From an optimization exercise on the open Yosys and OpenROAD flow, aimed at small area, a short achievable clock period and few clock cycles per item; shortcuts taken in it are not production practice.
In this exercise RTL edits were held to simulation tests only and were not proved equivalent to the original.
Power figures rest on the tool's default switching activity, not on a simulated workload.

==> inputs of build 97 <==
## modular_reduction_divider
module modular_reduction_divider (
    input  wire         clk,
    input  wire         rst_n,       
    input  wire [383:0] x,
    input  wire         x_valid,
    output wire [255:0] e,
    output reg          e_valid
);
Settings: LEC_CHECK=0, CAP_MARGIN=20, CORE_MARGIN=2, CORE_UTILIZATION=30, CTS_BUF_LIST=sky130_fd_sc_hd__clkbuf_4 sky130_fd_sc_hd__clkbuf_8, SETUP_SLACK_MARGIN=1.0, SLEW_MARGIN=20; clock period 6.5 ns.
run.sh (not shown) runs the stock make flow with config.mk's settings and CLKGATE_MAP_FILE= SYNTH_SCRIPT=/design/flow/synth_recipe.tcl, a recipe that flattens the netlist after the stock synthesis.
==> build 42: changes against build 97 <==
- CTS_BUF_LIST: sky130_fd_sc_hd__clkbuf_4 sky130_fd_sc_hd__clkbuf_8 -> default
- SETUP_SLACK_MARGIN: 1.0 -> default
==> impl_metrics.env <==
export IMPL_crit_slowest_cell="nor2_1"
export IMPL_layout_non_clock_buffers=2402
export IMPL_fin_hold_ws_ns=0.4384
export IMPL_status="complete, no violations"
export IMPL_worst_slew_pin_slew_ns=1.316
export IMPL_clk_latency_ns=0.92
export IMPL_drt_iter0_markers=10161
export IMPL_num_antenna_cells=65
export IMPL_p_leak_nw=34.82
export IMPL_layout_nets=10041
export IMPL_relSlewSlack_pct=11.91
That was build 97.
==> impl_metrics.env <==
export IMPL_violatedChecks="setup timing"
export IMPL_setup_ws_ns=-0.01205
export IMPL_layout_nets=9998
export IMPL_relSlewSlack_pct=7.089
export IMPL_p_leak_nw=34.37
export IMPL_clk_latency_ns=0.74
export IMPL_setup_viol=1
export IMPL_num_antenna_cells=77
export IMPL_status="complete, but fails checks"
export IMPL_fin_hold_ws_ns=0.4534
export IMPL_crit_slowest_cell="nor4_2"
export IMPL_drt_iter0_markers=10541
export IMPL_worst_slew_pin_slew_ns=1.379
That was build 42.
Testbench counts of build 97, summed over its fixed seeds: cycles 22,280, items 768.
Testbench counts of build 42, summed over its fixed seeds: cycles 22,280, items 768.

---

==> v13: inputs <==
Another version of the RTL of modular_reduction_divider (not shown whole).
Design modular_reduction_divider, start of the top module:
module modular_reduction_divider (
    input  wire         clk,
    input  wire         rst_n,       
    input  wire [383:0] x,
    input  wire         x_valid,
    output wire [255:0] e,
    output reg          e_valid
);
clock: 6.5 ns
lec_check: 0
abc_area: 1
cap_margin: 20
core_margin: 2
core_utilization: 30
cts_buf_list: sky130_fd_sc_hd__clkbuf_4 sky130_fd_sc_hd__clkbuf_8
setup_slack_margin: 2.0
slew_margin: 20
==> v29: changes against v13 <==
- ABC_AREA: 1 -> unset
- GPL_TIMING_DRIVEN: unset -> 0
- SETUP_SLACK_MARGIN: 2.0 -> 1.0
==> v27: changes against v13 <==
- GPL_TIMING_DRIVEN: unset -> 0
- SETUP_SLACK_MARGIN: 2.0 -> 1.5
==> key figures <==
Outcome
  • Run status: complete, no violations

Cells and area
  • Multi-input combinational cell count: 6768

Power
  • Internal power: 14700 uW

STA
  • Pins Over Slew Limit: 0

Placement
  • GP Congestion: 1.28

Min path
  • Hold Path End: xr[50]
(the above is from v27)
==> key figures <==
Power
  • Internal power: 16400 uW

Flow run
  • Max Cap Viol: 1

Outcome
  • Fail Reasons: capacitance limit, slew limit
  • Run status: complete, but fails checks

STA
  • Pins Over Slew Limit: 4

Cells and area
  • Multi-input combinational cell count: 6770
  • Fill cells: 17400

Yosys
  • Synth Register Bits: 451

Min path
  • Hold Path End: xr[72]

Placement
  • GP Congestion: 1.24
(the above is from v13)
==> key figures <==
Outcome
  • Run status: complete, no violations

Placement
  • GP Congestion: 1.28

Cells and area
  • Multi-input combinational cell count: 5057

STA
  • Pins Over Slew Limit: 0

Power
  • Internal power: 16000 uW
(the above is from v29)
Testbench counts of v13, summed over its fixed seeds: cycles 22,280, items 768.
Testbench counts of v29, summed over its fixed seeds: cycles 22,280, items 768.
Testbench counts of v27, summed over its fixed seeds: cycles 22,280, items 768.

---

==> 09-02 <==
modular_reduction_divider again, from the RTL that the note above started with.
clock: 6.5 ns
lec_check: 0
abc_area: 1
cap_margin: 20
core_margin: 2
core_utilization: 30
cts_buf_list: sky130_fd_sc_hd__clkbuf_4 sky130_fd_sc_hd__clkbuf_8
gpl_timing_driven: 0
setup_slack_margin: 2.5
slew_margin: 20
==> 02-24 (differences from 09-02) <==
- SETUP_SLACK_MARGIN: 2.5 -> 2.0
==> 01-11 (differences from 09-02) <==
- ABC_AREA: 1 -> default
- GPL_TIMING_DRIVEN: 0 -> default
- SETUP_SLACK_MARGIN: 2.5 -> 1.0
==> reports/metrics.json <==
{
  "outcome": {"value": "finished clean"},
  "path_buf_inv": {"value": 10},
  "post_drt_wl_per_cell": {"value": 41.6, "unit": "um"},
  "filler_cell_count": {"value": 15700},
  "final_area": {"value": 71000, "unit": "um2"},
  "post_synth_instance_area": {"value": 48200, "unit": "um2"},
  "powerComb": {"value": 24900, "unit": "uW"},
  "pwr_density_cell": {"value": 497, "unit": "nW/um2"},
  "placement.setup.worst_slack": {"value": -0.467, "unit": "ns"}
}
[end of results for 01-11]
==> reports/metrics.json <==
{
  "outcome": {"value": "finished clean"},
  "post_synth_instance_area": {"value": 51700, "unit": "um2"},
  "post_drt_wl_per_cell": {"value": 39.1, "unit": "um"},
  "placement.setup.worst_slack": {"value": -1.32, "unit": "ns"},
  "path_buf_inv": {"value": 10},
  "area_dominant_class": {"value": "multi-input combinational cells"},
  "pwr_density_cell": {"value": 483, "unit": "nW/um2"},
  "powerComb": {"value": 31100, "unit": "uW"},
  "postRouteWirelength": {"value": 511, "unit": "mm"}
}
[end of results for 09-02]
==> reports/metrics.json <==
{
  "filler_cell_count": {"value": 17700},
  "final_area": {"value": 73100, "unit": "um2"},
  "finalSetupViolations": {"value": 0},
  "pwr_density_cell": {"value": 509, "unit": "nW/um2"},
  "synth_top_cell_area_share": {"value": 20.4, "unit": "%"},
  "pin_count_of_the_biggest_net_entering_global_routing": {"value": 16},
  "synth_top_area_cell": {"value": "sky130_fd_sc_hd__nand2_1"},
  "path_buf_inv": {"value": 4},
  "grt.met2_usage": {"value": 74.3, "unit": "%"},
  "placement.setup.worst_slack": {"value": -1.50, "unit": "ns"},
  "number_of_h_tree_levels": {"value": 3},
  "setup_slack": {"value": 1.58, "unit": "ns"},
  "outcome": {"value": "finished clean"},
  "core": {"value": 172000, "unit": "um2"},
  "cts-resized-gates": {"value": 826},
  "largest_reg_flops": {"value": 264},
  "post_synth_instance_area": {"value": 51700, "unit": "um2"}
}
[end of results for 02-24]
Testbench counts of 09-02, summed over its fixed seeds: cycles 22,280, items 768.
Testbench counts of 02-24, summed over its fixed seeds: cycles 22,280, items 768.
Testbench counts of 01-11, summed over its fixed seeds: cycles 22,280, items 768.

-- what the ideal ports hide --
In the flow no input, the clock included, has a driving cell. The finished layouts below were timed again as built, in two steps.
Step 1 assumes that a clkbuf_16 drives the clock port and a buf_2 every other input.
Step 2 moves the port delays by t, midway between the first and last clock arrival at a register: inputs arrive t later, outputs are due t later. That takes back most of the time a late clock gives input paths.
Slacks: ideal ports / drivers / drivers and shift; pairs: ideal ports / drivers.
run	t, ns	setup WS [ns]	worst setup path after step 2	latest minus earliest clock arrival (ns)	pins driven straight from the clock port
build 97	0.961	0.838 / 0.880 / -0.055	input to register	0.106 / 0.106	1
build 42	0.827	-0.012 / -0.012 / -0.585	input to register	0.026 / 0.026	1
v13	0.986	1.482 / 1.482 / 0.694	input to register	0.095 / 0.094	1
v29	0.964	0.663 / 0.678 / -0.268	input to register	0.037 / 0.037	1
v27	0.987	1.150 / 1.178 / 0.191	input to register	0.087 / 0.087	1
09-02	0.954	1.424 / 1.424 / 0.521	input to register	0.078 / 0.078	1
02-24	1.006	1.575 / 1.588 / 0.583	input to register	0.089 / 0.090	1
01-11	0.922	0.734 / 0.785 / -0.138	input to register	0.059 / 0.059	1
Met with ideal ports but missed after step 2: setup timing in build 97, v29 and 01-11. The setup slack of 02-24, which loses most, moves by +0.013 ns with the drivers and by -0.992 ns with both steps.
